From an optimization exercise on the open Yosys and OpenROAD flow, aimed at small area, a short achievable clock period and few clock cycles; shortcuts taken in it are not production practice. No functional check of the RTL was part of this run. Power figures rest on the tool's default switching activity, not on a simulated workload.

<file path="design/flow/run.sh">
#!/bin/bash
# synth_recipe.tcl (not shown) runs the flow's synth.tcl, then flattens the netlist and writes it again
# the make line also repeats each setting of config.mk as NAME=value (left out here)
make -C /OpenROAD-flow-scripts/flow DESIGN_CONFIG=/design/flow/config.mk WORK_HOME=/design/flow/orfs CLKGATE_MAP_FILE= SYNTH_SCRIPT=/design/flow/synth_recipe.tcl finish
</file>
<file path="design/flow/config.mk">
export PLATFORM = sky130hd
export DESIGN_NAME = fsyn_calc
export DESIGN_NICKNAME = fsyn_calc
export VERILOG_FILES = /design/flow/design.v
export SDC_FILE = /design/flow/constraint.sdc
export NUM_CORES = 4
export LEC_CHECK = 0
export CAP_MARGIN = 20
export CORE_MARGIN = 2
export CORE_UTILIZATION = 40
export SLEW_MARGIN = 20
</file>
<file path="design/flow/constraint.sdc">
create_clock -name core_clock -period 10.0 [get_ports {clk}]
set_input_delay 2.0000 -clock core_clock [delete_from_list [all_inputs] [get_ports {clk}]]
set_output_delay 2.0000 -clock core_clock [all_outputs]
set_load 0.01 [all_outputs]
</file>
<file path="design/flow/design.v">
module fsyn_calc (
    input             clk,
    input             rst,
    input             in_valid,
    output            in_ready,
    input      [31:0] in_freq,
    output            out_valid,
    output     [31:0] ms_a,
    output     [19:0] ms_b,
    output     [17:0] ms_p1,
    output     [19:0] ms_p2,
    output            ms_range_err,
    output            div_zero,
    output     [31:0] dds_word,
    output            dds_alias
);
    parameter integer KM = 2;    
    parameter integer KD = 2;    
    localparam [31:0] VCO_HZ = 32'd900000000;
    localparam [20:0] DDS_D  = 21'd1953125;           
    localparam [25:0] DDS_C  = 26'd976562;            
    localparam integer P     = ((6 + KD - 1) / KD) * KD;    
    localparam [2:0] M_NORM = 3'd0, M_A = 3'd1, M_BINIT = 3'd2, M_B = 3'd3, M_DONE = 3'd4;
    localparam [1:0] D_INIT = 2'd0, D_RUN = 2'd1, D_DONE = 2'd2;
    reg         busy;
    reg  [31:0] f;
    reg         dz;
    reg  [2:0]  ms_st;
    reg  [5:0]  ms_j;
    reg  [31:0] ms_R;
    reg  [29:0] Qa;
    reg  [19:0] Qb;
    reg  [1:0]  d_st;
    reg  [5:0]  d_p;
    reg  [20:0] Rd;
    reg  [31:0] Qd;
    wire ms_fin = (ms_st == M_DONE);
    wire d_fin  = (d_st == D_DONE);
    assign out_valid = busy & ms_fin & d_fin;
    assign in_ready  = ~busy | (ms_fin & d_fin);
    wire accept = in_valid & in_ready;
    integer i;
    reg [5:0]  nm_j0;
    reg [31:0] nm_R0;
    always @(*) begin
        nm_j0 = 6'd2;                       
        for (i = 0; i < 32; i = i + 1)
            if (f[i]) nm_j0 = i + 2;
        if (nm_j0 > 6'd32) nm_j0 = 6'd32;
        nm_j0 = (nm_j0 / KM) * KM;
        nm_R0 = VCO_HZ >> (6'd32 - nm_j0);
    end
    integer t;
    reg [31:0] ms_Rn;
    reg [KM-1:0] ms_q;
    reg [32:0] ms_x;
    reg [33:0] ms_d;
    reg [5:0]  ms_pos;
    always @(*) begin
        ms_Rn = ms_R;
        for (t = 0; t < KM; t = t + 1) begin
            ms_pos = ms_j + t;
            ms_x = {ms_Rn, (ms_st == M_A) ? VCO_HZ[31 - ms_pos] : Qb[19 - t]};
            ms_d = {1'b0, ms_x} - {2'b00, f};
            ms_q[KM-1-t] = ~ms_d[33];
            ms_Rn = ms_d[33] ? ms_x[31:0] : ms_d[31:0];
        end
    end
    wire ms_last = (ms_j == 6'd32 - KM);
    wire [29:0] br     = ms_R[29:0];
    wire        bl_nz  = |br[19:0];
    wire [29:0] b_top  = br - {20'd0, br[29:20]} - {29'd0, bl_nz};
    wire [19:0] b_low  = -br[19:0];
    wire [P+31:0] d_seq = {f[5+P:0], DDS_C};
    reg [20:0] Rdn;
    reg [KD-1:0] d_q;
    reg [21:0] d_x;
    reg [22:0] d_d;
    reg [5:0]  d_pos;
    always @(*) begin
        Rdn = Rd;
        for (t = 0; t < KD; t = t + 1) begin
            d_pos = d_p + t;
            d_x = {Rdn, d_seq[P + 31 - d_pos]};
            d_d = {1'b0, d_x} - {2'b00, DDS_D};
            d_q[KD-1-t] = ~d_d[22];
            Rdn = d_d[22] ? d_x[20:0] : d_d[20:0];
        end
    end
    wire d_long = (f >= 32'd125000000);
    always @(posedge clk) begin
        if (rst) begin
            busy <= 1'b0;
        end else if (accept) begin
            busy  <= 1'b1;
            f     <= in_freq;
            ms_st <= M_NORM;
            d_st  <= D_INIT;
        end else begin
            if (out_valid) busy <= 1'b0;
            case (ms_st)
                M_NORM: begin
                    dz   <= (f == 32'd0);
                    Qa   <= 30'd0;
                    Qb   <= 20'd0;
                    ms_R <= nm_R0;
                    ms_j <= nm_j0;
                    ms_st <= (f == 32'd0) ? M_DONE : (nm_j0 == 6'd32) ? M_BINIT : M_A;
                end
                M_A: begin
                    ms_R <= ms_Rn;
                    Qa   <= {Qa[29-KM:0], ms_q};
                    ms_j <= ms_j + KM;
                    if (ms_last) ms_st <= M_BINIT;
                end
                M_BINIT: begin
                    ms_R  <= {2'b00, b_top};
                    Qb    <= b_low;
                    ms_j  <= 6'd12;
                    ms_st <= M_B;
                end
                M_B: begin
                    ms_R <= ms_Rn;
                    Qb   <= {Qb[19-KM:0], ms_q};
                    ms_j <= ms_j + KM;
                    if (ms_last) ms_st <= M_DONE;
                end
                default: ;
            endcase
            case (d_st)
                D_INIT: begin
                    Rd   <= d_long ? f[31:6+P] : f[26:6];
                    d_p  <= d_long ? 6'd0 : P;
                    d_st <= D_RUN;
                end
                D_RUN: begin
                    Rd  <= Rdn;
                    Qd  <= {Qd[31-KD:0], d_q};
                    d_p <= d_p + KD;
                    if (d_p == P + 32 - KD) d_st <= D_DONE;
                end
                default: ;
            endcase
        end
    end
    wire [10:0] p1_hi    = Qa[10:0] - 11'd4;
    wire        a_ge8    = |Qa[29:3];
    wire        a_lt2048 = ~|Qa[29:11];
    wire        a_eq2048 = (Qa == 30'd2048);
    assign ms_a         = {2'b00, Qa};
    assign ms_b         = Qb;
    assign ms_p1        = {dz ? 11'd0 : p1_hi, Qb[19:13]};
    assign ms_p2        = {Qb[12:0], Qb[19:13]};
    assign ms_range_err = ~dz & ~(a_ge8 & (a_lt2048 | (a_eq2048 & ~|Qb)));
    assign div_zero     = dz;
    assign dds_word     = Qd;
    assign dds_alias    = (f > 32'd62500000);
endmodule
</file>
==> out/summary.txt <==
Clock transition at the registers of the reported paths = 0.08 ns
Initial DRC Count = 998
TritonCTS clock tree = built
Placer Congestion = 0.965
Final instance area = 17800 um^2
Post-synth EDFFs = 183
Post-synth top area share = 35.9%
Clock latency on the worst-skew pair = 0.47 ns
Initial core utilization = 40.6%
Worst Setup Start Kind = register
Final TNS setup = 0 ns
Vias post-DR = 13300
Synth warn = 1
Synth-to-Final Area Change = 16.2%
#FFs+latches synth = 184
Total Wirelength = 45800 um
Worst slew pin tran = 0.999 ns
Num CTS Buffers = 17
Period utilization = 89.0%
Mux share of post-synthesis cell area = 2.94%
CTS sink cnt = 184
Critical path type = register to register
Max clock buf depth = 2
Worst Path Arrival = 9.09 ns
Synth Area in Compound Gates = 21.0%
Wire per inst = 19.8 um
Antenna-violating nets left = 0
Final Skew = 0.0101 ns
Area of the core = 37700 um^2
Largest net degree at the start of global routing = 38
Count leader, synth = edfxtp_1
Post-CTS Setup Inserts = 0
Crit Path Max Fanout = 32
Router iterations before antenna repair = 5
Final Hold Slack = 0.454 ns
CTS resizes = 0
Ys flop type = edfxtp_1
DR DRC count = 0
Finish-stage setup viols = 0
Top cells by area, synth = edfxtp_1 (36%), ha_1 (7.8%), xnor2_1 (4.2%)
Die width = 200 um
Max Fclk = 112 MHz
H-tree Lvls = 4
Syn_area_per_cell = 9.02 um^2
Worst Setup End Kind = register
Yosys top cell by area = edfxtp_1
First-pass GRT wire length = 70300 um
Mapped Area = 15300 um^2
Final Total Pwr = 2.59 mW
Detailed Place HPWL = 35400 um
Largest family of logic cells by synthesized area = compound AO/OA/AOI/OAI gates
RSZ-0062 raised after global routing = false
Site Rows = 71
Die Y = 200 um
Vias per Instance = 5.77
Share of synthesized registers carrying an async set or reset = 0%
Synth Area in Adders = 8.37%
CP Data Required Time = 10.19 ns
Commonest cells in the netlist = edfxtp_1 (183), nor2_1 (155), nand2_1 (133)
Die area = 39800 um^2
Simple-Gate Fraction of Synth Area = 17.5%
Root Buffer = clkbuf_16
GRT overflow = 0
Leak = 6.85 nW
Layout cell share with drive strength beyond 1 = 5.88%
Final std cells w/o fill = 2314
Maxcap violations = 0
Max_slew headroom = 31.7%
Run status = complete, no violations
Post-Synth XOR/XNOR Area = 7.69%
Hold Vio Cnt, Final = 0
Min Tclk post-route = 8.90 ns
Initial antenna violation count = 0
Register area share after synthesis = 36.0%
Mapped Cells = 1697
I/O pin count = 162
Layout Nets = 1925
Max-slew violation count = 0
Vias in the first global route = 12600
DP Area = 17200 um^2
Hold Path Class = register to register
Maximum vdd drop = 0.0909 mV
Port bufs = 159
Fill cells = 3684
Hold_buf cts = 0
GRT Overall Usage = 22.9%
Netlist cell types = 100
ANT cells = 0
Pwr dens = 145 nW/um^2
Inst Count DP = 2282
-- sequential cells by signal, indices dropped and copies added (netlist names) --
signal,count
Qa,30
Qb,20
Qd,32
Rd,21
busy,1
d_p,5
d_st,2
dz,1
f,32
ms_R,32
ms_j,5
ms_st,3
-- worst max-delay path, cell delays in order, from the launching register on --
cell and delay, ns:
edfxtp_1 0.48, inv_1 0.59, nand2_1 0.33, a21oi_1 0.43
ha_1 0.30, nor2b_1 0.07, o21a_1 0.17, o21ai_0 0.41
a211oi_1 0.23, o21ai_1 0.38, o211ai_1 0.23, a31oi_2 0.49
buf_4 0.41, o31ai_1 0.16, ha_1 0.45, nand3_1 0.11
a21oi_1 0.18, o21ai_0 0.21, o21ai_1 0.39, a2111oi_0 0.23
or3_1 0.40, a311oi_1 0.37, a221o_2 0.75, buf_4 0.38
mux2i_1 0.26, o221ai_1 0.15
-- logic make-up after synthesis --
logic type | after synthesis
compound gates | 472
xor+xnor | 131
fa+ha+maj | 100
buf+inv | 217
flops | 184
mux | 44
other cells | 1
simple gates | 548
-- cell type report --
class / count / area [um^2] / area share [%]
multi-input cells: 1297 / 8870 / 49.9
flip-flops and latches: 184 / 5520 / 31.0
repair buffers: 174 / 1700 / 9.58
well taps: 511 / 639 / 3.60
inverters: 116 / 435 / 2.45
clock buffers: 17 / 425 / 2.39
clock inverters: 15 / 199 / 1.12
-- per-layer routing --
| layer | vias up | wire (um) | GRT usage [%] |
|---|---|---|---|
| met1 | 6356 | 20500 | 31.1 |
| met2 | 471 | 21000 | 36.8 |
| met3 | 81 | 2680 | 3.54 |
| li1 | 6437 | - | - |
| met4 | 0 | 1550 | 8.83 |
| met5 | - | 0 | 0 |
-- stage by stage --
stage | utilization, % | worst slack [ns]
4_1_cts | 47.2 | 1.25
5_1_grt | 47.2 | 0.462
3_5_place_dp | 45.6 | 1.29
3_3_place_gp | 45.5 | 1.53
2_1_floorplan | - | 3.43
6_report | 47.2 | 1.10
-- path summary, 6_finish.rpt --
check / start / end / slack, ns / cells after the start
setup reg to reg: ms_st[1]$_SDFFCE_PP0P_ / ms_R[3]$_DFFE_PP_ / 1.10 / 25
hold reg to reg: Qd[8]$_DFFE_PP_ / Qd[10]$_DFFE_PP_ / 0.45 / 0
setup / recovery: ms_st[1]$_SDFFCE_PP0P_ / ms_R[3]$_DFFE_PP_ / 1.10 / 25
hold / removal: Qd[8]$_DFFE_PP_ / Qd[10]$_DFFE_PP_ / 0.45 / 0
-- power breakdown --
part | switching [mW] | leakage [nW] | internal, mW
Clock | 0.358 | 0.300 | 0.362
Combinational | 0.526 | 4.83 | 0.378
Sequential | 0.0598 | 1.72 | 0.901
Total | 0.944 | 6.85 | 1.64
-- layout by cell type, fill, tap and decap left out, types with 37 or more instances in the layout --
cell and n:
nor2_1 153, nand2_1 133, nor3_1 37, xor2_1 53, inv_1 112, edfxtp_1 183
mux2i_1 39, a21oi_1 116, xnor2_1 74, o21ai_0 99, a21o_1 41, clkdlybuf4s50_1 159
ha_1 96, and3_1 43

## separate check: timing with driven ports
No port has a modelled driver above. Below, the same layout with a new extraction and two added sets of constraints. Step 1 (the two cells are an assumption about what drives the block):
set clk [get_ports {clk}]
set_driving_cell -lib_cell sky130_fd_sc_hd__clkbuf_16 $clk
set_driving_cell -lib_cell sky130_fd_sc_hd__buf_2 [delete_from_list [all_inputs] $clk]
Step 2, shift: input delay + t, output delay - t, t = (earliest + latest rising clock arrival at the registers) / 2. This alone moves slack from input paths to output paths. Slacks: ideal / step 1 / step 2; pairs: ideal / step 1.
t, ns: 0.518
slack for setup (ns): 1.105 / 1.105 / 1.105
worst setup path at the end: register to register
cell pins on the clock port's net: 1
After both steps this run still meets setup and hold. For this run, drivers alone change the setup slack by 0.000 ns; drivers and shift together by 0.000 ns.
